This design comes from an exercise in tuning for small area, a short achievable clock period and few clock cycles per item on the open sky130 flow, not from production work. At most, simulation tests tie the RTL to the original design; equivalence was not proved. The RTL of run 2 was laid out without a check of its function.

## flow/design.v (module list and top-level ports; edited modules follow where they fit)
// module isg_extract: 736 lines
// module isg_sched: 68 lines
// module csa_row: 640 lines
// module csa_mac: 368 lines
module isg_extract (
    input  wire        clk,
    input  wire        rst,         
    input  wire        cfg_we,
    input  wire [5:0]  cfg_addr,
    input  wire [5:0]  cfg_pos,
    input  wire [6:0]  npos,        
    input  wire [31:0] qstep,       
    input  wire        variant,     
    input  wire        in_valid,
    input  wire [7:0]  in_data,
    output wire        in_ready,
    output reg         done,
    output reg  [63:0] bits_out
);
  // ...
==> flow/run.sh <==
#!/bin/bash
# synth_recipe.tcl (not shown) runs the flow's synth.tcl, then flattens the netlist and writes it again
# the make line also repeats each setting of config.mk as NAME=value (left out here)
make -C /OpenROAD-flow-scripts/flow DESIGN_CONFIG=/design/flow/config.mk WORK_HOME=/design/flow/orfs CLKGATE_MAP_FILE= SYNTH_SCRIPT=/design/flow/synth_recipe.tcl finish
==> flow/config.mk <==
export PLATFORM = sky130hd
export DESIGN_NAME = isg_extract
export DESIGN_NICKNAME = isg_extract
export VERILOG_FILES = /design/flow/design.v
export SDC_FILE = /design/flow/constraint.sdc
export NUM_CORES = 4
export LEC_CHECK = 0
export ABC_AREA = 1
export CAP_MARGIN = 20
export CORE_MARGIN = 2
export CORE_UTILIZATION = 55
export PLACE_DENSITY = 0.7
export SLEW_MARGIN = 20
==> flow/constraint.sdc <==
create_clock -name core_clock -period 13.0 [get_ports {clk}]
set_input_delay 2.6000 -clock core_clock [delete_from_list [all_inputs] [get_ports {clk}]]
set_output_delay 2.6000 -clock core_clock [all_outputs]
set_load 0.01 [all_outputs]
==> metrics.md, run 1 <==
| Metric | Value |
|---|---|
| Crit path to | `bits_out[26]` |
| RSZ-0062 raised after global routing | `false` |
| Max-slew violation count | `0` |
| WS Path Type | `reg2out` |
| Mean area per synthesized cell | `9.77 µm²` |
| Crit path cell chain | `clkdlybuf4s50_1` |
| Post-Route WL | `316,000 µm` |
| Status | `complete, no violations` |
| Buf/Inv on CP | `1` |
| Async SR Flop Fraction | `0` |
| Fraction of area in registers | `0.442` |
| Clock Network Area Fraction | `0.0679` |
| Dominant kind of cell | `registers` |
| Hold endpoint | `accv[281]` |
| Top layer in use | `met5` |
| Final hold violations | `0` |
| Clock Tree Root | `clkbuf_16` |
| Simple-gate area share of the yosys netlist | `0.113` |
| CTS buffer count | `228` |
| PnR worst setup slack | `8280 ps` |
| Levels on crit path | `1` |
| Most flops, register | `ringv` |
| Pre-antenna DRT Iters | `9` |
| Layout cell share with drive strength beyond 1 | `0.0530` |
| Plain + repair buffers | `184` |
| CP startpoint kind | `flop` |
| DR WL met3 | `23,400 µm` |
| Synth Area in Compound Gates | `0.104` |
| Clock sinks | `2,404` |
| Max incr delay on CP | `620 ps` |
| Final instance area | `0.123 mm²` |
| Post-Synth Adder-Cell Area | `0.158` |
| # nets final | `12.5k` |
| Regs by FF count | `ringv: 512 flops, pos_tab: 384 flops, accv: 308 flops` |
| Commonest non-fill, non-tap cell in the layout | `dfxtp_1` |
| Tot GR Track Use | `0.305` |
| Sequential share of the synthesized area | `0.490` |
| Most frequent cells in the layout | `1,796 x dfxtp_1, 1,486 x inv_1, 1,453 x nand2_1, 898 x nor2_1, 753 x xor2_1` |
| Synth warnings | `2` |
| Final setup fails | `0` |
Testbench counts, summed over its fixed seeds: cycles 26,064, items 320.
==> inputs of run 2 (changes only) <==
--- a/flow/design.v
+++ b/flow/design.v
@@ -20,31 +20,30 @@
     reg [6:0]  npos_r;
     reg [5:0]  pos_tab [0:63];
     always @(posedge clk) begin
         cfg_we_r   <= cfg_we;
         cfg_addr_r <= cfg_addr;
         cfg_pos_r  <= cfg_pos;
         qstep_r    <= qstep;
         variant_r  <= variant;
-        npos_r     <= npos | {6'd0, (npos == 7'd0)};    
+        npos_r     <= npos;
         if (cfg_we_r)
             pos_tab[cfg_addr_r] <= cfg_pos_r;
     end
     reg  [5:0] c;             
     reg  [5:0] ld_cnt;        
     reg        in_ready_r;
     reg        smp_v;
     reg  [7:0] smp_r;         
     assign in_ready = in_ready_r;
-    wire ir_cur;               
-    wire accept = in_valid & ir_cur;
+    wire accept = in_valid & in_ready_r & ~rst;
     always @(posedge clk) begin
         smp_r <= {~in_data[7], in_data[6:0]};
-        smp_v <= accept & ~rst;
+        smp_v <= accept;
     end
     reg  [511:0] ringv;
     wire [7:0]   ring63 = ringv[511:504];
     wire [7:0]   tail_in = smp_v ? smp_r : ring63;
     always @(posedge clk)
         ringv <= {ringv[503:0], tail_in};
     wire signed [7:0] s0 = ringv[55:48];
     wire signed [7:0] s1 = ringv[47:40];
@@ -55,85 +54,71 @@
     wire signed [7:0] s6 = ringv[7:0];
     wire signed [7:0] s7 = tail_in;
     wire signed [8:0] e0 = s0 + s7, e1 = s1 + s6, e2 = s2 + s5, e3 = s3 + s4;
     wire signed [8:0] o0 = s0 - s7, o1 = s1 - s6, o2 = s2 - s5, o3 = s3 - s4;
     reg signed [8:0]  f_e0, f_e1, f_e2, f_e3;
     reg signed [8:0]  f_o0, f_o1, f_o2, f_o3;
     reg [2:0]         f_x;
     always @(posedge clk) begin
-        if (fen) begin
+        if (c[2:0] == 3'd7) begin
             f_e0 <= e0; f_e1 <= e1; f_e2 <= e2; f_e3 <= e3;
             f_o0 <= o0; f_o1 <= o1; f_o2 <= o2; f_o3 <= o3;
             f_x  <= c[5:3];
         end
     end
-    wire       rev_load, rev_stream, rev_recirc, rev_tag;
-    wire [2:0] rev_k;
-    wire       nrev_load, nrev_stream, nrev_recirc, nrev_tag;
-    wire [2:0] nrev_k;
-    wire       stream_ok, rev_ok;
-    wire [3:0] pleft;
-    wire [2:0] knext;
-    wire       ld_tag;
-    wire [1:0] blk_out;       
+    reg        rev_load, rev_stream, rev_recirc, rev_tag;
+    reg [2:0]  rev_k;
+    reg        nrev_load, nrev_stream, nrev_recirc, nrev_tag;
+    reg [2:0]  nrev_k;
+    reg        stream_ok, rev_ok;
+    reg [3:0]  pleft;
+    reg [2:0]  knext;
+    reg        ld_tag;
+    reg [1:0]  blk_out;       
     reg        idle_d;
     reg [2:0]  meta_k;
     reg        meta_tag;
     reg        dbusy;
     reg [4:0]  dcnt;
     wire       any_pend;
     wire       last_res;
     reg        fast;
     wire idle_all  = (ld_cnt == 6'd0) && (blk_out == 2'd0);
     wire [3:0] ptot = ({1'b0, npos_r} + 8'd7) >> 3;
     wire quiet      = !rev_stream && !rev_recirc && !any_pend && !dbusy;
     wire thr        = fast || quiet || idle_all;
     localparam integer SW = 39;
-    reg  [SW-13:0] st_r0, st_r1;
-    reg            sel_r;
-    wire [SW-13:0] st_rest = sel_r ? st_r1 : st_r0;
-    assign {ir_cur, ld_tag, pleft, knext,
-            nrev_load, nrev_stream, nrev_recirc, nrev_tag, nrev_k,
-            rev_load, rev_stream, rev_recirc, rev_tag, rev_k,
-            stream_ok, rev_ok, blk_out} = st_rest;
-    wire [SW-1:0] st_now = {c, ld_cnt, st_rest};
+    wire [SW-1:0] st_now = {c, ld_cnt, in_ready_r, ld_tag, pleft, knext,
+                            nrev_load, nrev_stream, nrev_recirc, nrev_tag, nrev_k,
+                            rev_load, rev_stream, rev_recirc, rev_tag, rev_k,
+                            stream_ok, rev_ok, blk_out};
     wire [SW-1:0] st_a0, st_a1;
     wire blk_a1;
     isg_sched u_s0 (.acc(1'b0), .st(st_now), .smp_v(smp_v), .ptot(ptot), .thr(thr),
                     .idle_all(idle_all), .last_res(last_res), .nx(st_a0), .blk_now());
     isg_sched u_s1 (.acc(1'b1), .st(st_now), .smp_v(smp_v), .ptot(ptot), .thr(thr),
                     .idle_all(idle_all), .last_res(last_res), .nx(st_a1), .blk_now(blk_a1));
+    wire blk_now = accept & blk_a1;
     wire [SW-1:0] st_rst = {6'd63, 6'd0, 1'b1, 1'b0, 4'd0, 3'd0,
                             1'b1, 1'b1, 1'b0, 1'b0, 3'd0,
                             1'b0, 1'b0, 1'b0, 1'b0, 3'd0,
                             1'b0, 1'b0, 2'd0};
-    wire [5:0] c_nx = rst ? 6'd63 : (accept ? st_a1[SW-1:SW-6] : st_a0[SW-1:SW-6]);
-    reg        fen, men;
-    reg  [2:0] jr;
-    always @(posedge clk) begin
-        fen <= (c_nx[2:0] == 3'd7);
-        men <= (c_nx[2:0] == 3'd6);
-        jr  <= c_nx[2:0] + 3'd1;
-    end
     always @(posedge clk) begin
-        if (rst) begin
-            st_r0 <= st_rst[SW-13:0]; st_r1 <= st_rst[SW-13:0]; sel_r <= 1'b0;
-            in_ready_r <= 1'b1; c <= 6'd63; ld_cnt <= 6'd0;
-        end else begin
-            st_r0 <= st_a0[SW-13:0]; st_r1 <= st_a1[SW-13:0]; sel_r <= accept;
-            {c, ld_cnt, in_ready_r} <= accept ? st_a1[SW-1:SW-13] : st_a0[SW-1:SW-13];
-        end
+        {c, ld_cnt, in_ready_r, ld_tag, pleft, knext,
+         nrev_load, nrev_stream, nrev_recirc, nrev_tag, nrev_k,
+         rev_load, rev_stream, rev_recirc, rev_tag, rev_k,
+         stream_ok, rev_ok, blk_out} <= rst ? st_rst : (accept ? st_a1 : st_a0);
     end
     always @(posedge clk) begin
-        if (men) begin
+        if (c[2:0] == 3'd6) begin
             meta_k <= rev_k; meta_tag <= rev_tag;
         end
     end
-    wire [2:0] rd_j = jr;
+    wire [2:0] rd_j = c[2:0] + 3'd1;
     reg  [5:0] posr;
     reg  [2:0] r_j, r_k;
     reg        r_tag;
     always @(posedge clk) begin
         posr  <= pos_tab[{meta_k, rd_j}];
         r_j   <= rd_j;
         r_k   <= meta_k;
         r_tag <= meta_tag;
@@ -438,35 +423,35 @@
   wire [16:0] rd3_3_m = ({17{rd3_3_one}} & rd3_3_k) | ({17{rd3_3_two}} & {rd3_3_k[15:0], 1'b0});
   wire [16:0] rd3_3_t = rd3_3_m ^ {17{rd3_3_neg}};
   wire [16:0] rd3_3_u = {~rd3_3_t[16], rd3_3_t[15:0]};
   wire signed [16:0] rd3_4_k = {p_rk3[15], p_rk3};
   wire [16:0] rd3_4_m = ({17{rd3_4_one}} & rd3_4_k) | ({17{rd3_4_two}} & {rd3_4_k[15:0], 1'b0});
   wire [16:0] rd3_4_t = rd3_4_m ^ {17{rd3_4_neg}};
   wire [16:0] rd3_4_u = {~rd3_4_t[16], rd3_4_t[15:0]};
   wire [8:0] rng3 = {rd3_4_neg, 1'b0, rd3_3_neg, 1'b0, rd3_2_neg, 1'b0, rd3_1_neg, 1'b0, rd3_0_neg};
-  wire [25:0] ra_0, ra_1, ra_2, ra_3;
-  csa_row u_csa_row (.rd0_0_u(rd0_0_u), .rd0_1_u(rd0_1_u), .rd0_2_u(rd0_2_u), .rd0_3_u(rd0_3_u), .rd0_4_u(rd0_4_u), .rd0_5_u(rd0_5_u), .rng0(rng0), .rd1_0_u(rd1_0_u), .rd1_1_u(rd1_1_u), .rd1_2_u(rd1_2_u), .rd1_3_u(rd1_3_u), .rd1_4_u(rd1_4_u), .rng1(rng1), .rd2_0_u(rd2_0_u), .rd2_1_u(rd2_1_u), .rd2_2_u(rd2_2_u), .rd2_3_u(rd2_3_u), .rd2_4_u(rd2_4_u), .rng2(rng2), .rd3_0_u(rd3_0_u), .rd3_1_u(rd3_1_u), .rd3_2_u(rd3_2_u), .rd3_3_u(rd3_3_u), .rd3_4_u(rd3_4_u), .rng3(rng3), .o0(ra_0), .o1(ra_1), .o2(ra_2), .o3(ra_3));
-    reg [25:0] sa_0, sa_1, sa_2, sa_3;
+  wire [25:0] ra_0, ra_1, ra_2, ra_3, ra_4, ra_5;
+  csa_row u_csa_row (.rd0_0_u(rd0_0_u), .rd0_1_u(rd0_1_u), .rd0_2_u(rd0_2_u), .rd0_3_u(rd0_3_u), .rd0_4_u(rd0_4_u), .rd0_5_u(rd0_5_u), .rng0(rng0), .rd1_0_u(rd1_0_u), .rd1_1_u(rd1_1_u), .rd1_2_u(rd1_2_u), .rd1_3_u(rd1_3_u), .rd1_4_u(rd1_4_u), .rng1(rng1), .rd2_0_u(rd2_0_u), .rd2_1_u(rd2_1_u), .rd2_2_u(rd2_2_u), .rd2_3_u(rd2_3_u), .rd2_4_u(rd2_4_u), .rng2(rng2), .rd3_0_u(rd3_0_u), .rd3_1_u(rd3_1_u), .rd3_2_u(rd3_2_u), .rd3_3_u(rd3_3_u), .rd3_4_u(rd3_4_u), .rng3(rng3), .o0(ra_0), .o1(ra_1), .o2(ra_2), .o3(ra_3), .o4(ra_4), .o5(ra_5));
+    reg [25:0] sa_0, sa_1, sa_2, sa_3, sa_4, sa_5;
     reg [2:0]  a2_u, a2_v, a2_x, a2_j, a2_k;
     reg        a2_tag;
     always @(posedge clk) begin
-        sa_0 <= ra_0; sa_1 <= ra_1; sa_2 <= ra_2; sa_3 <= ra_3;
+        sa_0 <= ra_0; sa_1 <= ra_1; sa_2 <= ra_2; sa_3 <= ra_3; sa_4 <= ra_4; sa_5 <= ra_5;
         a2_u <= a_u; a2_v <= a_v; a2_x <= a_x; a2_j <= a_j; a2_k <= a_k; a2_tag <= a_tag;
     end
     reg signed [25:0] b_r;
     reg [2:0]  b_u, b_v, b_x, b_j, b_k;
     reg        b_tag;
     always @(posedge clk) begin
-        b_r <= sa_0 + sa_1 + sa_2 + sa_3;
+        b_r <= sa_0 + sa_1 + sa_2 + sa_3 + sa_4 + sa_5;
         b_u <= a2_u; b_v <= a2_v; b_x <= a2_x; b_j <= a2_j; b_k <= a2_k; b_tag <= a2_tag;
     end
     reg [15:0] mk;
   always @* begin
-    case ({a2_u, a2_x})
+    case ({b_u, b_x})
       6'o00: mk = 16'h5a82;
       6'o01: mk = 16'h5a82;
       6'o02: mk = 16'h5a82;
       6'o03: mk = 16'h5a82;
       6'o04: mk = 16'h5a82;
       6'o05: mk = 16'h5a82;
       6'o06: mk = 16'h5a82;
       6'o07: mk = 16'h5a82;
@@ -524,78 +509,62 @@
       6'o73: mk = 16'h8276;
       6'o74: mk = 16'h7d8a;
       6'o75: mk = 16'h9592;
       6'o76: mk = 16'h471d;
       6'o77: mk = 16'he707;
       default: mk = 16'h0000;
     endcase
   end
-  wire mb_0_one_d = mk[0] ^ 1'b0;
-  wire mb_0_two_d = (mk[1] & ~mk[0] & ~1'b0) | (~mk[1] & mk[0] & 1'b0);
-  wire mb_0_neg_d = mk[1] & ~(mk[0] & 1'b0);
-  reg mb_0_one, mb_0_two, mb_0_neg;
-  always @(posedge clk) begin mb_0_one <= mb_0_one_d; mb_0_two <= mb_0_two_d; mb_0_neg <= mb_0_neg_d; end
-  wire mb_1_one_d = mk[2] ^ mk[1];
-  wire mb_1_two_d = (mk[3] & ~mk[2] & ~mk[1]) | (~mk[3] & mk[2] & mk[1]);
-  wire mb_1_neg_d = mk[3] & ~(mk[2] & mk[1]);
-  reg mb_1_one, mb_1_two, mb_1_neg;
-  always @(posedge clk) begin mb_1_one <= mb_1_one_d; mb_1_two <= mb_1_two_d; mb_1_neg <= mb_1_neg_d; end
-  wire mb_2_one_d = mk[4] ^ mk[3];
-  wire mb_2_two_d = (mk[5] & ~mk[4] & ~mk[3]) | (~mk[5] & mk[4] & mk[3]);
-  wire mb_2_neg_d = mk[5] & ~(mk[4] & mk[3]);
-  reg mb_2_one, mb_2_two, mb_2_neg;
-  always @(posedge clk) begin mb_2_one <= mb_2_one_d; mb_2_two <= mb_2_two_d; mb_2_neg <= mb_2_neg_d; end
-  wire mb_3_one_d = mk[6] ^ mk[5];
-  wire mb_3_two_d = (mk[7] & ~mk[6] & ~mk[5]) | (~mk[7] & mk[6] & mk[5]);
-  wire mb_3_neg_d = mk[7] & ~(mk[6] & mk[5]);
-  reg mb_3_one, mb_3_two, mb_3_neg;
-  always @(posedge clk) begin mb_3_one <= mb_3_one_d; mb_3_two <= mb_3_two_d; mb_3_neg <= mb_3_neg_d; end
-  wire mb_4_one_d = mk[8] ^ mk[7];
-  wire mb_4_two_d = (mk[9] & ~mk[8] & ~mk[7]) | (~mk[9] & mk[8] & mk[7]);
-  wire mb_4_neg_d = mk[9] & ~(mk[8] & mk[7]);
-  reg mb_4_one, mb_4_two, mb_4_neg;
-  always @(posedge clk) begin mb_4_one <= mb_4_one_d; mb_4_two <= mb_4_two_d; mb_4_neg <= mb_4_neg_d; end
-  wire mb_5_one_d = mk[10] ^ mk[9];
-  wire mb_5_two_d = (mk[11] & ~mk[10] & ~mk[9]) | (~mk[11] & mk[10] & mk[9]);
-  wire mb_5_neg_d = mk[11] & ~(mk[10] & mk[9]);
-  reg mb_5_one, mb_5_two, mb_5_neg;
-  always @(posedge clk) begin mb_5_one <= mb_5_one_d; mb_5_two <= mb_5_two_d; mb_5_neg <= mb_5_neg_d; end
-  wire mb_6_one_d = mk[12] ^ mk[11];
-  wire mb_6_two_d = (mk[13] & ~mk[12] & ~mk[11]) | (~mk[13] & mk[12] & mk[11]);
-  wire mb_6_neg_d = mk[13] & ~(mk[12] & mk[11]);
-  reg mb_6_one, mb_6_two, mb_6_neg;
-  always @(posedge clk) begin mb_6_one <= mb_6_one_d; mb_6_two <= mb_6_two_d; mb_6_neg <= mb_6_neg_d; end
-  wire mb_7_one_d = mk[14] ^ mk[13];
-  wire mb_7_two_d = (mk[15] & ~mk[14] & ~mk[13]) | (~mk[15] & mk[14] & mk[13]);
-  wire mb_7_neg_d = mk[15] & ~(mk[14] & mk[13]);
-  reg mb_7_one, mb_7_two, mb_7_neg;
-  always @(posedge clk) begin mb_7_one <= mb_7_one_d; mb_7_two <= mb_7_two_d; mb_7_neg <= mb_7_neg_d; end
   wire signed [26:0] mb_x = b_r;
+  wire mb_0_one = mk[0] ^ 1'b0;
+  wire mb_0_two = (mk[1] & ~mk[0] & ~1'b0) | (~mk[1] & mk[0] & 1'b0);
+  wire mb_0_neg = mk[1] & ~(mk[0] & 1'b0);
   wire [26:0] mb_0_m = ({27{mb_0_one}} & mb_x) | ({27{mb_0_two}} & {mb_x[25:0], 1'b0});
   wire [26:0] mb_0_t = mb_0_m ^ {27{mb_0_neg}};
   wire [26:0] mb_0_u = {~mb_0_t[26], mb_0_t[25:0]};
+  wire mb_1_one = mk[2] ^ mk[1];
+  wire mb_1_two = (mk[3] & ~mk[2] & ~mk[1]) | (~mk[3] & mk[2] & mk[1]);
+  wire mb_1_neg = mk[3] & ~(mk[2] & mk[1]);
   wire [26:0] mb_1_m = ({27{mb_1_one}} & mb_x) | ({27{mb_1_two}} & {mb_x[25:0], 1'b0});
   wire [26:0] mb_1_t = mb_1_m ^ {27{mb_1_neg}};
   wire [26:0] mb_1_u = {~mb_1_t[26], mb_1_t[25:0]};
+  wire mb_2_one = mk[4] ^ mk[3];
+  wire mb_2_two = (mk[5] & ~mk[4] & ~mk[3]) | (~mk[5] & mk[4] & mk[3]);
+  wire mb_2_neg = mk[5] & ~(mk[4] & mk[3]);
   wire [26:0] mb_2_m = ({27{mb_2_one}} & mb_x) | ({27{mb_2_two}} & {mb_x[25:0], 1'b0});
   wire [26:0] mb_2_t = mb_2_m ^ {27{mb_2_neg}};
   wire [26:0] mb_2_u = {~mb_2_t[26], mb_2_t[25:0]};
+  wire mb_3_one = mk[6] ^ mk[5];
+  wire mb_3_two = (mk[7] & ~mk[6] & ~mk[5]) | (~mk[7] & mk[6] & mk[5]);
+  wire mb_3_neg = mk[7] & ~(mk[6] & mk[5]);
   wire [26:0] mb_3_m = ({27{mb_3_one}} & mb_x) | ({27{mb_3_two}} & {mb_x[25:0], 1'b0});
   wire [26:0] mb_3_t = mb_3_m ^ {27{mb_3_neg}};
   wire [26:0] mb_3_u = {~mb_3_t[26], mb_3_t[25:0]};
+  wire mb_4_one = mk[8] ^ mk[7];
+  wire mb_4_two = (mk[9] & ~mk[8] & ~mk[7]) | (~mk[9] & mk[8] & mk[7]);
+  wire mb_4_neg = mk[9] & ~(mk[8] & mk[7]);
   wire [26:0] mb_4_m = ({27{mb_4_one}} & mb_x) | ({27{mb_4_two}} & {mb_x[25:0], 1'b0});
   wire [26:0] mb_4_t = mb_4_m ^ {27{mb_4_neg}};
   wire [26:0] mb_4_u = {~mb_4_t[26], mb_4_t[25:0]};
+  wire mb_5_one = mk[10] ^ mk[9];
+  wire mb_5_two = (mk[11] & ~mk[10] & ~mk[9]) | (~mk[11] & mk[10] & mk[9]);
+  wire mb_5_neg = mk[11] & ~(mk[10] & mk[9]);
   wire [26:0] mb_5_m = ({27{mb_5_one}} & mb_x) | ({27{mb_5_two}} & {mb_x[25:0], 1'b0});
   wire [26:0] mb_5_t = mb_5_m ^ {27{mb_5_neg}};
   wire [26:0] mb_5_u = {~mb_5_t[26], mb_5_t[25:0]};
+  wire mb_6_one = mk[12] ^ mk[11];
+  wire mb_6_two = (mk[13] & ~mk[12] & ~mk[11]) | (~mk[13] & mk[12] & mk[11]);
+  wire mb_6_neg = mk[13] & ~(mk[12] & mk[11]);
   wire [26:0] mb_6_m = ({27{mb_6_one}} & mb_x) | ({27{mb_6_two}} & {mb_x[25:0], 1'b0});
   wire [26:0] mb_6_t = mb_6_m ^ {27{mb_6_neg}};
   wire [26:0] mb_6_u = {~mb_6_t[26], mb_6_t[25:0]};
+  wire mb_7_one = mk[14] ^ mk[13];
+  wire mb_7_two = (mk[15] & ~mk[14] & ~mk[13]) | (~mk[15] & mk[14] & mk[13]);
+  wire mb_7_neg = mk[15] & ~(mk[14] & mk[13]);
   wire [26:0] mb_7_m = ({27{mb_7_one}} & mb_x) | ({27{mb_7_two}} & {mb_x[25:0], 1'b0});
   wire [26:0] mb_7_t = mb_7_m ^ {27{mb_7_neg}};
   wire [26:0] mb_7_u = {~mb_7_t[26], mb_7_t[25:0]};
   wire [14:0] mb_ng = {mb_7_neg, 1'b0, mb_6_neg, 1'b0, mb_5_neg, 1'b0, mb_4_neg, 1'b0, mb_3_neg, 1'b0, mb_2_neg, 1'b0, mb_1_neg, 1'b0, mb_0_neg};
   wire [43:0] mc_s, mc_c;
   csa_mac u_csa_mac (.mb_0_u(mb_0_u), .mb_1_u(mb_1_u), .mb_2_u(mb_2_u), .mb_3_u(mb_3_u), .mb_4_u(mb_4_u), .mb_5_u(mb_5_u), .mb_6_u(mb_6_u), .mb_7_u(mb_7_u), .mb_ng(mb_ng), .s(mc_s), .c(mc_c));
     reg [43:0] m_s, m_c;
     reg [2:0]  m_x, m_j, m_k;
@@ -639,19 +608,19 @@
     reg  [287:0] resv;
     wire [35:0]  res_head = resv[287:252];
     wire         head_pend = res_head[35];
     wire         head_tag  = res_head[34];
     wire [5:0]   head_p    = res_head[33:28];
     wire [27:0]  head_c    = res_head[27:0];
     reg          out_tag;
     wire         d_free = !dbusy || (dcnt == 5'd0);
-    wire         take = d_free && head_pend && (head_tag == out_tag);
+    wire         take = d_free && head_pend && (head_tag == out_tag) && !rst;
     wire [35:0]  res_in = h_v ? {1'b1, h_tag, h_p, h_c}
-                              : {head_pend & ~take, res_head[34:0]};
+                              : {head_pend & ~take & ~rst, res_head[34:0]};
     integer ri;
     reg [7:0] pend_bits;
     always @* begin
         for (ri = 0; ri < 8; ri = ri + 1)
             pend_bits[ri] = resv[36*ri + 35];
     end
     assign any_pend = |pend_bits;
     always @(posedge clk) begin
@@ -661,80 +630,81 @@
             resv <= {resv[251:0], res_in};
     end
     reg [31:0] qn;
     reg [4:0]  s_norm;
     always @(posedge clk) begin
         idle_d <= idle_all;
         if (idle_all || idle_d) begin
             qn <= qstep_r; s_norm <= 5'd0;
-        end else if (qn[31:30] == 2'b00 && qn != 32'd0) begin
-            qn <= {qn[29:0], 2'b00}; s_norm <= s_norm + 5'd2;
+        end else if (!qn[31] && qn != 32'd0) begin
+            qn <= {qn[30:0], 1'b0}; s_norm <= s_norm + 5'd1;
         end
-        fast <= variant_r || ((qn[31:30] != 2'b00 || qn == 32'd0) && s_norm <= 5'd12);
+        fast <= variant_r || ((qn[31] || qn == 32'd0) && s_norm <= 5'd12);
     end
-    reg [34:0] dv3;
-    reg [3:0]  dsteps;
+    reg [35:0] dv3;
+    reg [4:0]  dsteps;
+    wire [35:0] dva = s_norm[0] ? {2'b00, qn, 2'b00} : {3'b000, qn, 1'b0};
     always @(posedge clk) begin
-        dv3 <= {qn, 1'b0} + {qn, 2'b00};
-        dsteps <= s_norm[4:1];
+        dv3 <= dva + {dva[34:0], 1'b0};
+        dsteps <= ({1'b0, s_norm} + 6'd1) >> 1;
     end
     reg [33:0] drem;
     reg        dneg, dq, dpbit;
     reg [5:0]  dp;
     wire [33:0] n_c2  = {{5{head_c[27]}}, head_c, 1'b0};
     wire [33:0] n_val = n_c2 + {2'b00, qstep_r};
     wire [33:0] n_neg = ~n_c2 + ~{2'b00, qstep_r} + 34'd2;
     wire [33:0] n_abs = n_val[33] ? n_neg : n_val;
+    wire [35:0] dv1 = dva;
+    wire [35:0] dv2 = {dva[34:0], 1'b0};
     wire [36:0] r4  = {1'b0, drem, 2'b00};
-    wire [36:0] t1  = r4 - {4'b0000, qn, 1'b0};
-    wire [36:0] t2  = r4 - {3'b000, qn, 2'b00};
-    wire [36:0] t3  = r4 - {2'b00, dv3};
+    wire [36:0] t1  = r4 - {1'b0, dv1};
+    wire [36:0] t2  = r4 - {1'b0, dv2};
+    wire [36:0] t3  = r4 - {1'b0, dv3};
     wire ge1 = ~t1[36], ge2 = ~t2[36], ge3 = ~t3[36];
     wire [33:0] rnext = ge3 ? t3[33:0] : ge2 ? t2[33:0] : ge1 ? t1[33:0] : r4[33:0];
     wire        qodd  = ge3 | (ge1 & ~ge2);
     wire        wr  = dbusy && (dcnt == 5'd0);
     wire        res_bit = variant_r ? dpbit : (dq ^ (dneg & (drem != 34'd0)));
     reg [6:0] res_cnt;
-    reg       done_pre;
     assign last_res = wr && ({res_cnt + 7'd1} == npos_r);
     always @(posedge clk) begin
         if (rst) begin
             dbusy <= 1'b0; dcnt <= 5'd0;
         end else if (take) begin
             dbusy <= 1'b1;
             drem  <= n_abs;
             dneg  <= n_val[33];
             dq    <= 1'b0;
             dpbit <= head_c[16] ^ head_c[15];
             dp    <= head_p;
-            dcnt  <= variant_r ? 5'd0 : {1'b0, dsteps};
+            dcnt  <= variant_r ? 5'd0 : dsteps;
         end else if (wr) begin
             dbusy <= 1'b0;
         end else if (dbusy) begin
             drem <= rnext; dq <= qodd; dcnt <= dcnt - 5'd1;
         end
     end
     integer bi;
     always @(posedge clk) begin
         if (rst) begin
-            done <= 1'b0; done_pre <= 1'b0; res_cnt <= 7'd0; out_tag <= 1'b0;
+            done <= 1'b0; res_cnt <= 7'd0; out_tag <= 1'b0;
         end else begin
-            done_pre <= last_res;
-            done <= done_pre;
+            done <= last_res;
             if (last_res) begin
                 res_cnt <= 7'd0; out_tag <= ~out_tag;
             end else if (wr) begin
                 res_cnt <= res_cnt + 7'd1;
             end
         end
         for (bi = 0; bi < 64; bi = bi + 1) begin
             if (wr && dp == bi[5:0])
                 bits_out[bi] <= res_bit;
-            else if (idle_all && !done_pre)
+            else if (idle_all)
                 bits_out[bi] <= 1'b0;
         end
     end
 endmodule
 module isg_sched (
     input  wire        acc,
     input  wire [38:0] st,
     input  wire        smp_v,
@@ -797,17 +767,17 @@
     assign nx = {c_next, ld_next, ir_next, ldtag_n, pleft_n, knext_n,
                  upd_n ? d_load : nrev_load, upd_n ? d_stream : nrev_stream,
                  upd_n ? d_recirc : nrev_recirc, upd_n ? d_tag : nrev_tag, upd_n ? d_k : nrev_k,
                  rev_start ? nrev_load : rev_load, rev_start ? nrev_stream : rev_stream,
                  rev_start ? nrev_recirc : rev_recirc, rev_start ? nrev_tag : rev_tag,
                  rev_start ? nrev_k : rev_k,
                  rev_start ? nrev_stream : (stream_ok & smp_v), rev_ok_n, blk_out_n};
 endmodule
-module csa_row (input wire [16:0] rd0_0_u, input wire [16:0] rd0_1_u, input wire [16:0] rd0_2_u, input wire [16:0] rd0_3_u, input wire [16:0] rd0_4_u, input wire [16:0] rd0_5_u, input wire [10:0] rng0, input wire [16:0] rd1_0_u, input wire [16:0] rd1_1_u, input wire [16:0] rd1_2_u, input wire [16:0] rd1_3_u, input wire [16:0] rd1_4_u, input wire [8:0] rng1, input wire [16:0] rd2_0_u, input wire [16:0] rd2_1_u, input wire [16:0] rd2_2_u, input wire [16:0] rd2_3_u, input wire [16:0] rd2_4_u, input wire [8:0] rng2, input wire [16:0] rd3_0_u, input wire [16:0] rd3_1_u, input wire [16:0] rd3_2_u, input wire [16:0] rd3_3_u, input wire [16:0] rd3_4_u, input wire [8:0] rng3, output wire [25:0] o0, output wire [25:0] o1, output wire [25:0] o2, output wire [25:0] o3);
+module csa_row (input wire [16:0] rd0_0_u, input wire [16:0] rd0_1_u, input wire [16:0] rd0_2_u, input wire [16:0] rd0_3_u, input wire [16:0] rd0_4_u, input wire [16:0] rd0_5_u, input wire [10:0] rng0, input wire [16:0] rd1_0_u, input wire [16:0] rd1_1_u, input wire [16:0] rd1_2_u, input wire [16:0] rd1_3_u, input wire [16:0] rd1_4_u, input wire [8:0] rng1, input wire [16:0] rd2_0_u, input wire [16:0] rd2_1_u, input wire [16:0] rd2_2_u, input wire [16:0] rd2_3_u, input wire [16:0] rd2_4_u, input wire [8:0] rng2, input wire [16:0] rd3_0_u, input wire [16:0] rd3_1_u, input wire [16:0] rd3_2_u, input wire [16:0] rd3_3_u, input wire [16:0] rd3_4_u, input wire [8:0] rng3, output wire [25:0] o0, output wire [25:0] o1, output wire [25:0] o2, output wire [25:0] o3, output wire [25:0] o4, output wire [25:0] o5);
   wire w1 = rd0_0_u[6] ^ rd0_1_u[4];
   wire w2 = rd0_0_u[6] & rd0_1_u[4];
   wire w3 = rd0_0_u[7] ^ rd0_1_u[5] ^ rd0_2_u[3];
   wire w4 = (rd0_0_u[7] & rd0_1_u[5]) | (rd0_0_u[7] & rd0_2_u[3]) | (rd0_1_u[5] & rd0_2_u[3]);
   wire w5 = rd0_0_u[8] ^ rd0_1_u[6] ^ rd0_2_u[4];
   wire w6 = (rd0_0_u[8] & rd0_1_u[6]) | (rd0_0_u[8] & rd0_2_u[4]) | (rd0_1_u[6] & rd0_2_u[4]);
   wire w7 = rd0_3_u[2] ^ rd0_4_u[0] ^ rng0[8];
   wire w8 = (rd0_3_u[2] & rd0_4_u[0]) | (rd0_3_u[2] & rng0[8]) | (rd0_4_u[0] & rng0[8]);
@@ -1332,120 +1302,22 @@
   wire w527 = w392 ^ w394 ^ rd0_4_u[15];
   wire w528 = (w392 & w394) | (w392 & rd0_4_u[15]) | (w394 & rd0_4_u[15]);
   wire w529 = rd0_5_u[13] ^ rd1_4_u[15] ^ rd2_4_u[15];
   wire w530 = (rd0_5_u[13] & rd1_4_u[15]) | (rd0_5_u[13] & rd2_4_u[15]) | (rd1_4_u[15] & rd2_4_u[15]);
   wire w531 = rd3_4_u[15] ^ 1'b1;
   wire w532 = rd3_4_u[15] & 1'b1;
   wire w533 = rd0_4_u[16] ^ rd0_5_u[14] ^ rd1_4_u[16];
   wire w534 = (rd0_4_u[16] & rd0_5_u[14]) | (rd0_4_u[16] & rd1_4_u[16]) | (rd0_5_u[14] & rd1_4_u[16]);
-  wire w535 = w395 ^ rng1[0] ^ rd2_0_u[0];
-  wire w536 = (w395 & rng1[0]) | (w395 & rd2_0_u[0]) | (rng1[0] & rd2_0_u[0]);
-  wire w537 = w396 ^ w397 ^ w399;
-  wire w538 = (w396 & w397) | (w396 & w399) | (w397 & w399);
-  wire w539 = rng2[1] ^ rd3_0_u[1];
-  wire w540 = rng2[1] & rd3_0_u[1];
-  wire w541 = w398 ^ w400 ^ w401;
-  wire w542 = (w398 & w400) | (w398 & w401) | (w400 & w401);
-  wire w543 = w403 ^ w405 ^ rng3[2];
-  wire w544 = (w403 & w405) | (w403 & rng3[2]) | (w405 & rng3[2]);
-  wire w545 = w402 ^ w404 ^ w406;
-  wire w546 = (w402 & w404) | (w402 & w406) | (w404 & w406);
-  wire w547 = w407 ^ w409 ^ w411;
-  wire w548 = (w407 & w409) | (w407 & w411) | (w409 & w411);
-  wire w549 = w408 ^ w410 ^ w412;
-  wire w550 = (w408 & w410) | (w408 & w412) | (w410 & w412);
-  wire w551 = w413 ^ w415 ^ w417;
-  wire w552 = (w413 & w415) | (w413 & w417) | (w415 & w417);
-  wire w553 = w414 ^ w416 ^ w418;
-  wire w554 = (w414 & w416) | (w414 & w418) | (w416 & w418);
-  wire w555 = w419 ^ w421 ^ w423;
-  wire w556 = (w419 & w421) | (w419 & w423) | (w421 & w423);
-  wire w557 = w420 ^ w422 ^ w424;
-  wire w558 = (w420 & w422) | (w420 & w424) | (w422 & w424);
-  wire w559 = w425 ^ w427 ^ w429;
-  wire w560 = (w425 & w427) | (w425 & w429) | (w427 & w429);
-  wire w561 = w426 ^ w428 ^ w430;
-  wire w562 = (w426 & w428) | (w426 & w430) | (w428 & w430);
-  wire w563 = w431 ^ w433 ^ w435;
-  wire w564 = (w431 & w433) | (w431 & w435) | (w433 & w435);
-  wire w565 = w432 ^ w434 ^ w436;
-  wire w566 = (w432 & w434) | (w432 & w436) | (w434 & w436);
-  wire w567 = w437 ^ w439 ^ w441;
-  wire w568 = (w437 & w439) | (w437 & w441) | (w439 & w441);
-  wire w569 = w438 ^ w440 ^ w442;
-  wire w570 = (w438 & w440) | (w438 & w442) | (w440 & w442);
-  wire w571 = w443 ^ w445 ^ w447;
-  wire w572 = (w443 & w445) | (w443 & w447) | (w445 & w447);
-  wire w573 = w444 ^ w446 ^ w448;
-  wire w574 = (w444 & w446) | (w444 & w448) | (w446 & w448);
-  wire w575 = w449 ^ w451 ^ w453;
-  wire w576 = (w449 & w451) | (w449 & w453) | (w451 & w453);
-  wire w577 = w450 ^ w452 ^ w454;
-  wire w578 = (w450 & w452) | (w450 & w454) | (w452 & w454);
-  wire w579 = w455 ^ w457 ^ w459;
-  wire w580 = (w455 & w457) | (w455 & w459) | (w457 & w459);
-  wire w581 = w456 ^ w458 ^ w460;
-  wire w582 = (w456 & w458) | (w456 & w460) | (w458 & w460);
-  wire w583 = w461 ^ w463 ^ w465;
-  wire w584 = (w461 & w463) | (w461 & w465) | (w463 & w465);
-  wire w585 = w462 ^ w464 ^ w466;
-  wire w586 = (w462 & w464) | (w462 & w466) | (w464 & w466);
-  wire w587 = w467 ^ w469 ^ w471;
-  wire w588 = (w467 & w469) | (w467 & w471) | (w469 & w471);
-  wire w589 = w468 ^ w470 ^ w472;
-  wire w590 = (w468 & w470) | (w468 & w472) | (w470 & w472);
-  wire w591 = w473 ^ w475 ^ w477;
-  wire w592 = (w473 & w475) | (w473 & w477) | (w475 & w477);
-  wire w593 = w474 ^ w476 ^ w478;
-  wire w594 = (w474 & w476) | (w474 & w478) | (w476 & w478);
-  wire w595 = w479 ^ w481 ^ w483;
-  wire w596 = (w479 & w481) | (w479 & w483) | (w481 & w483);
-  wire w597 = w480 ^ w482 ^ w484;
-  wire w598 = (w480 & w482) | (w480 & w484) | (w482 & w484);
-  wire w599 = w485 ^ w487 ^ w489;
-  wire w600 = (w485 & w487) | (w485 & w489) | (w487 & w489);
-  wire w601 = w486 ^ w488 ^ w490;
-  wire w602 = (w486 & w488) | (w486 & w490) | (w488 & w490);
-  wire w603 = w491 ^ w493 ^ w495;
-  wire w604 = (w491 & w493) | (w491 & w495) | (w493 & w495);
-  wire w605 = w492 ^ w494 ^ w496;
-  wire w606 = (w492 & w494) | (w492 & w496) | (w494 & w496);
-  wire w607 = w497 ^ w499 ^ w501;
-  wire w608 = (w497 & w499) | (w497 & w501) | (w499 & w501);
-  wire w609 = w498 ^ w500 ^ w502;
-  wire w610 = (w498 & w500) | (w498 & w502) | (w500 & w502);
-  wire w611 = w503 ^ w505 ^ w507;
-  wire w612 = (w503 & w505) | (w503 & w507) | (w505 & w507);
-  wire w613 = w504 ^ w506 ^ w508;
-  wire w614 = (w504 & w506) | (w504 & w508) | (w506 & w508);
-  wire w615 = w509 ^ w511 ^ w513;
-  wire w616 = (w509 & w511) | (w509 & w513) | (w511 & w513);
-  wire w617 = w510 ^ w512 ^ w514;
-  wire w618 = (w510 & w512) | (w510 & w514) | (w512 & w514);
-  wire w619 = w515 ^ w517 ^ w519;
-  wire w620 = (w515 & w517) | (w515 & w519) | (w517 & w519);
-  wire w621 = w516 ^ w518 ^ w520;
-  wire w622 = (w516 & w518) | (w516 & w520) | (w518 & w520);
-  wire w623 = w521 ^ w523 ^ w525;
-  wire w624 = (w521 & w523) | (w521 & w525) | (w523 & w525);
-  wire w625 = w522 ^ w524 ^ w526;
-  wire w626 = (w522 & w524) | (w522 & w526) | (w524 & w526);
-  wire w627 = w527 ^ w529 ^ w531;
-  wire w628 = (w527 & w529) | (w527 & w531) | (w529 & w531);
-  wire w629 = w528 ^ w530 ^ w532;
-  wire w630 = (w528 & w530) | (w528 & w532) | (w530 & w532);
-  wire w631 = w533 ^ rd2_4_u[16] ^ rd3_4_u[16];
-  wire w632 = (w533 & rd2_4_u[16]) | (w533 & rd3_4_u[16]) | (rd2_4_u[16] & rd3_4_u[16]);
-  wire w633 = w534 ^ rd0_5_u[15];
-  wire w634 = w534 & rd0_5_u[15];
-  assign o0 = {w630, w626, w622, w618, w614, w610, w606, w602, w598, w594, w590, w586, w582, w578, w574, w570, w566, w562, w558, w554, w550, w546, w542, w538, w536, w535};
-  assign o1 = {w632, w628, w624, w620, w616, w612, w608, w604, w600, w596, w592, w588, w584, w580, w576, w572, w568, w564, w560, w556, w552, w548, w544, w540, w537, rng2[0]};
-  assign o2 = {w633, w629, w625, w621, w617, w613, w609, w605, w601, w597, w593, w589, w585, w581, w577, w573, w569, w565, w561, w557, w553, w549, w545, w541, w539, rd3_0_u[0]};
-  assign o3 = {1'b1, w631, w627, w623, w619, w615, w611, w607, w603, w599, w595, w591, w587, w583, w579, w575, w571, w567, w563, w559, w555, w551, w547, w543, rng3[1], rng3[0]};
+  assign o0 = {w534, w528, w522, w516, w510, w504, w498, w492, w486, w480, w474, w468, w462, w456, w450, w444, w438, w432, w426, w420, w414, w408, w402, w398, w396, w395};
+  assign o1 = {rd0_5_u[15], w530, w524, w518, w512, w506, w500, w494, w488, w482, w476, w470, w464, w458, w452, w446, w440, w434, w428, w422, w416, w410, w404, w400, w397, rng1[0]};
+  assign o2 = {1'b1, w532, w526, w520, w514, w508, w502, w496, w490, w484, w478, w472, w466, w460, w454, w448, w442, w436, w430, w424, w418, w412, w406, w401, w399, rd2_0_u[0]};
+  assign o3 = {1'b0, w533, w527, w521, w515, w509, w503, w497, w491, w485, w479, w473, w467, w461, w455, w449, w443, w437, w431, w425, w419, w413, w407, w403, rng2[1], rng2[0]};
+  assign o4 = {1'b0, rd2_4_u[16], w529, w523, w517, w511, w505, w499, w493, w487, w481, w475, w469, w463, w457, w451, w445, w439, w433, w427, w421, w415, w409, w405, rd3_0_u[1], rd3_0_u[0]};
+  assign o5 = {1'b0, rd3_4_u[16], w531, w525, w519, w513, w507, w501, w495, w489, w483, w477, w471, w465, w459, w453, w447, w441, w435, w429, w423, w417, w411, rng3[2], rng3[1], rng3[0]};
 endmodule
 module csa_mac (input wire [26:0] mb_0_u, input wire [26:0] mb_1_u, input wire [26:0] mb_2_u, input wire [26:0] mb_3_u, input wire [26:0] mb_4_u, input wire [26:0] mb_5_u, input wire [26:0] mb_6_u, input wire [26:0] mb_7_u, input wire [14:0] mb_ng, output wire [43:0] s, output wire [43:0] c);
   wire w1 = mb_0_u[10] ^ mb_1_u[8];
   wire w2 = mb_0_u[10] & mb_1_u[8];
   wire w3 = mb_0_u[11] ^ mb_1_u[9] ^ mb_2_u[7];
   wire w4 = (mb_0_u[11] & mb_1_u[9]) | (mb_0_u[11] & mb_2_u[7]) | (mb_1_u[9] & mb_2_u[7]);
   wire w5 = mb_0_u[12] ^ mb_1_u[10] ^ mb_2_u[8];
   wire w6 = (mb_0_u[12] & mb_1_u[10]) | (mb_0_u[12] & mb_2_u[8]) | (mb_1_u[10] & mb_2_u[8]);
==> run 2 against run 1 <==
Net effect: still clean on timing, DRC and antenna; non-clock buffer count up 8; maximum frequency down 5.0%; global-route usage decreased by 0.48 points; worst setup slack worse by 250 ps; via count increased by 1.2%; first-iteration DRC count grew 1.6%; final cell count rose by 1.2%; area after synthesis is 0.52% higher; sequential cell count is 9 lower; synthesized cell count is 1.5% higher; critical endpoint is now drem[15].
==> metrics.md, run 2 <==
| Metric | Value |
|---|---|
| Unique masters post-synth | `76 (was 68)` |
| Layout cell share with drive strength beyond 1 | `0.0527 (was 0.0530)` |
| Clock Tree Root | `clkbuf_16 (unchanged)` |
| Clk pin slew, worst setup/hold paths | `60 ps (about the same)` |
| FF+latch count, synth | `2,395 (was 2,404)` |
| Pre-antenna DRT Iters | `8 (was 9)` |
| Multi-input logic area | `0.0493 mm² (was 0.0491 mm²)` |
| Inst Count DP | `14.0k (was 13.8k)` |
| Post-CTS Setup Bufs | `0 (unchanged)` |
| Post-Route WL | `313,000 µm (was 316,000 µm)` |
| PnR worst setup slack | `8040 ps (was 8280 ps)` |
| Antenna-violating nets left | `0 (unchanged)` |
| Critical path data required time | `13,490 ps (was 10,400 ps)` |
| Synth top area share | `0.324 (was 0.327)` |
| Tot GR Track Use | `0.301 (was 0.305)` |
| WHS | `252 ps (was 282 ps)` |
| RSZ-0062 raised after global routing | `false (unchanged)` |
| Clk_skew | `92.0 ps (was 106 ps)` |
| Final setup fails | `0 (unchanged)` |
| Clock sinks | `2,395 (was 2,404)` |
| Most frequent cells in the layout | `1,790 x dfxtp_1, 1,638 x inv_1, 1,493 x nand2_1, 935 x nor2_1, 761 x xor2_1 (was 1,796 x dfxtp_1, 1,486 x inv_1, 1,453 x nand2_1, 898 x nor2_1, 753 x xor2_1)` |
| Core Box Area | `0.200 mm² (about the same)` |
| Worst reg2reg path startpoint | `s_norm[0] (was p_rk3[3])` |
| Die X | `453 µm (was 452 µm)` |
| Syn-to-layout area delta | `10.3% (was 10.9%)` |
| Worst EP arrival | `5460 ps (was 2120 ps)` |
| Routability cong. | `1.00 (was 1.07)` |
| Effective utilization at floorplan | `0.555 (was 0.554)` |
| Filler cell count | `16.8k (was 16.5k)` |
| Final hold violations | `0 (unchanged)` |
| Sequential share of the synthesized area | `0.485 (was 0.490)` |
| Clk latency of the worst-skew pair | `920 ps (was 910 ps)` |
| DR vias/cell | `5.55 (about the same)` |
| Syn Inst Count | `11.5k (was 11.3k)` |
| Grt total ovfl | `0 (unchanged)` |
| Port bufs | `129 (unchanged)` |
| Hold buffers post-CTS | `0 (unchanged)` |
| Max incr delay on CP | `670 ps (was 620 ps)` |
| # DRC | `0 (unchanged)` |
| Ys flop type | `dfxtp_1 (unchanged)` |
| H-tree depth | `4 (unchanged)` |
| Slew margin rel. | `0.137 (was 0.207)` |
| CP max-delay cell | `buf_4 (was clkdlybuf4s50_1)` |
| Layout Cells excl Fill | `14.4k (was 14.2k)` |
| CTS buffer count | `227 (was 228)` |
| Most flops, register | `ringv (unchanged)` |
| Largest register FFs | `512 (unchanged)` |
| Initial antenna violation count | `4 (was 6)` |
| Synth warnings | `2 (unchanged)` |
| Vias in the first global route | `79.6k (was 78.5k)` |
| Hold_sp | `resv[158] (was accv[237])` |
| Mean area per synthesized cell | `9.68 µm² (was 9.77 µm²)` |
| Chip height | `453 µm (was 452 µm)` |
| Die ar. | `0.206 mm² (was 0.205 mm²)` |
| Fmax | `201 MHz (was 212 MHz)` |
| Syn_nets | `12.6k (was 12.5k)` |
| Max-cap viol count | `0 (unchanged)` |
| Row cnt | `164 (unchanged)` |
| Setup_tns | `0 ps (unchanged)` |
| Worst-Margin Slew | `1280 ps (was 1190 ps)` |
| Regs by FF count | `ringv: 512 flops, pos_tab: 384 flops, accv: 308 flops (unchanged)` |
| Min-Delay Path Class | `reg2reg (unchanged)` |
| Hpwl dp | `234,000 µm (about the same)` |
| Commonest non-fill, non-tap cell in the layout | `dfxtp_1 (unchanged)` |
| Crit path max fanout | `57 (was 1)` |
| Vias | `79.9k (was 78.9k)` |
| Tmin final | `4960 ps (was 4720 ps)` |
| Post-Syn Area | `0.111 mm² (about the same)` |
| Register Area | `0.0539 mm² (was 0.0541 mm²)` |
| Critical path startpoint | `rst (was bits_out[26])` |
| TritonCTS clock tree | `yes (unchanged)` |
| Pin count of the biggest net entering global routing | `102 (was 144)` |
| Async SR Flop Fraction | `0 (unchanged)` |
| Max-slew violation count | `0 (unchanged)` |
| I/O pin count | `130 (unchanged)` |
| Commonest cells in the netlist | `1,797 x dfxtp_1, 1,637 x inv_1, 1,493 x nand2_1 (was 1,806 x dfxtp_1, 1,488 x inv_1, 1,454 x nand2_1)` |
| Cts repair resizes | `0 (unchanged)` |
| Fin crit share | `0.382 (was 0.363)` |
| Post-synth top area cell | `dfxtp_1 (unchanged)` |
| Crit path cell chain | `buf_2 > buf_4 > nor2_4 > buf_4 > inv_2 > nand2_1 > inv_1 > nor2_4 > buf_4 (was clkdlybuf4s50_1)` |
| Synth top area cells | `dfxtp_1 32%, edfxtp_1 16%, fa_1 9.4%, ha_1 6.1%, xor2_1 6.0% (was dfxtp_1 33%, edfxtp_1 16%, fa_1 9.4%, ha_1 6.4%, xor2_1 6.0%)` |
| Placement Setup Slack | `7240 ps (was 7720 ps)` |
| Routed WL per cell | `21.7 µm (was 22.2 µm)` |
| Clock Tree Buf Depth | `3 (unchanged)` |
| CP startpoint kind | `input port (was flop)` |
| WS Path Type | `in2reg (was reg2out)` |
| # nets final | `12.7k (was 12.5k)` |
| Most common cell in the synthesized netlist | `dfxtp_1 (unchanged)` |
| Post-synth EDFFs | `598 (unchanged)` |
| CP dominant cell by count | `buf_4` |
| Initial drt markers | `7,610 (was 7,493)` |
| Status | `complete, no violations (unchanged)` |
| Setup crit end kind | `flop (was output port)` |
| First-pass GRT wire length | `472,000 µm (was 476,000 µm)` |
-- run 2: changes by cell type in the layout (fill, tap and decap cells not counted), moves of 18 or more --
cell	change
o21ai_1	+20
o32ai_1	+18
clkbuf_8	-25
ha_1	-18
a21oi_1	-27
nand3_1	-33
inv_1	+152
nor2_1	+37
nand2_1	+40
-- run 2: critical path, delay by kind of cell --
family / cells / cell delay [ps]
AND/OR/NAND/NOR: 3 / 500
buffers and inverters: 6 / 2220
-- run 2: cells by family after synthesis --
| logic type | Yosys count | synth area share |
|---|---|---|
| multiplexers | 5 | 0.000507 |
| AO/OA/AOI/OAI | 2007 | 0.104 |
| buffers and inverters | 2073 | 0.0714 |
| XOR/XNOR | 860 | 0.0678 |
| flip-flops | 2395 | 0.485 |
| adder cells (fa/ha/maj) | 1067 | 0.155 |
| AND/OR/NAND/NOR | 3076 | 0.116 |
-- run 2: final timing paths --
check,end,slack (ps),depth (start not counted)
worst max-delay path,drem[15],8040,9
worst min-delay path,resv[194],250,0
worst max register to register,drem[33],8220,20
worst min register to register,resv[194],250,0
-- run 2: through the flow --
stage	utilization	instance area, µm²
after floorplan	-	111000
after global placement	0.573	115000
after detailed placement	0.573	115000
after CTS	0.612	123000
after global routing	0.612	123000
final	0.612	123000
-- run 2: layout make-up --
type,instances,area share
inverter,1710,0.0524
sequential,2395,0.440
multi-input combinational,7015,0.402
tap,2656,0.0271
clock buffer,305,0.0526
timing repair buffer,192,0.0144
antenna,3,0.0000612
clock inverter,118,0.0111
-- run 2: routing by layer --
metal / part of all wire / track usage
met1: 0.41 / 0.391
met2: 0.46 / 0.489
met3: 0.069 / 0.0430
met4: 0.060 / 0.158
met5: 0 / 0

## port drivers added, routing unchanged
The results above use ideal ports. As a check the final layouts listed here were re-extracted and re-timed, cells and wires unchanged. Step 1: set_driving_cell puts a clkbuf_16 on clk and a buf_2 on each other input, an assumption about the parent block. Step 2, shift: input delay + t, output delay - t, t = (earliest + latest rising clock arrival at the registers) / 2. This alone moves slack from input paths to output paths. a / b / c = ideal / step 1 / step 2; a / b = the first two.
| run | t (ns) | setup slack, ns | worst setup path at the end | worst data-port slew with drivers (ns) |
|---|---|---|---|---|
| run 1 | 0.950 | 8.282 / 8.190 / 7.719 | input to register | 0.06 |
| run 2 | 0.966 | 8.036 / 8.101 / 7.135 | input to register | 0.07 |
After both steps setup and hold are still met in every run listed. For run 2, which loses most, drivers alone change the setup slack by +0.065 ns; drivers and shift together by -0.901 ns.
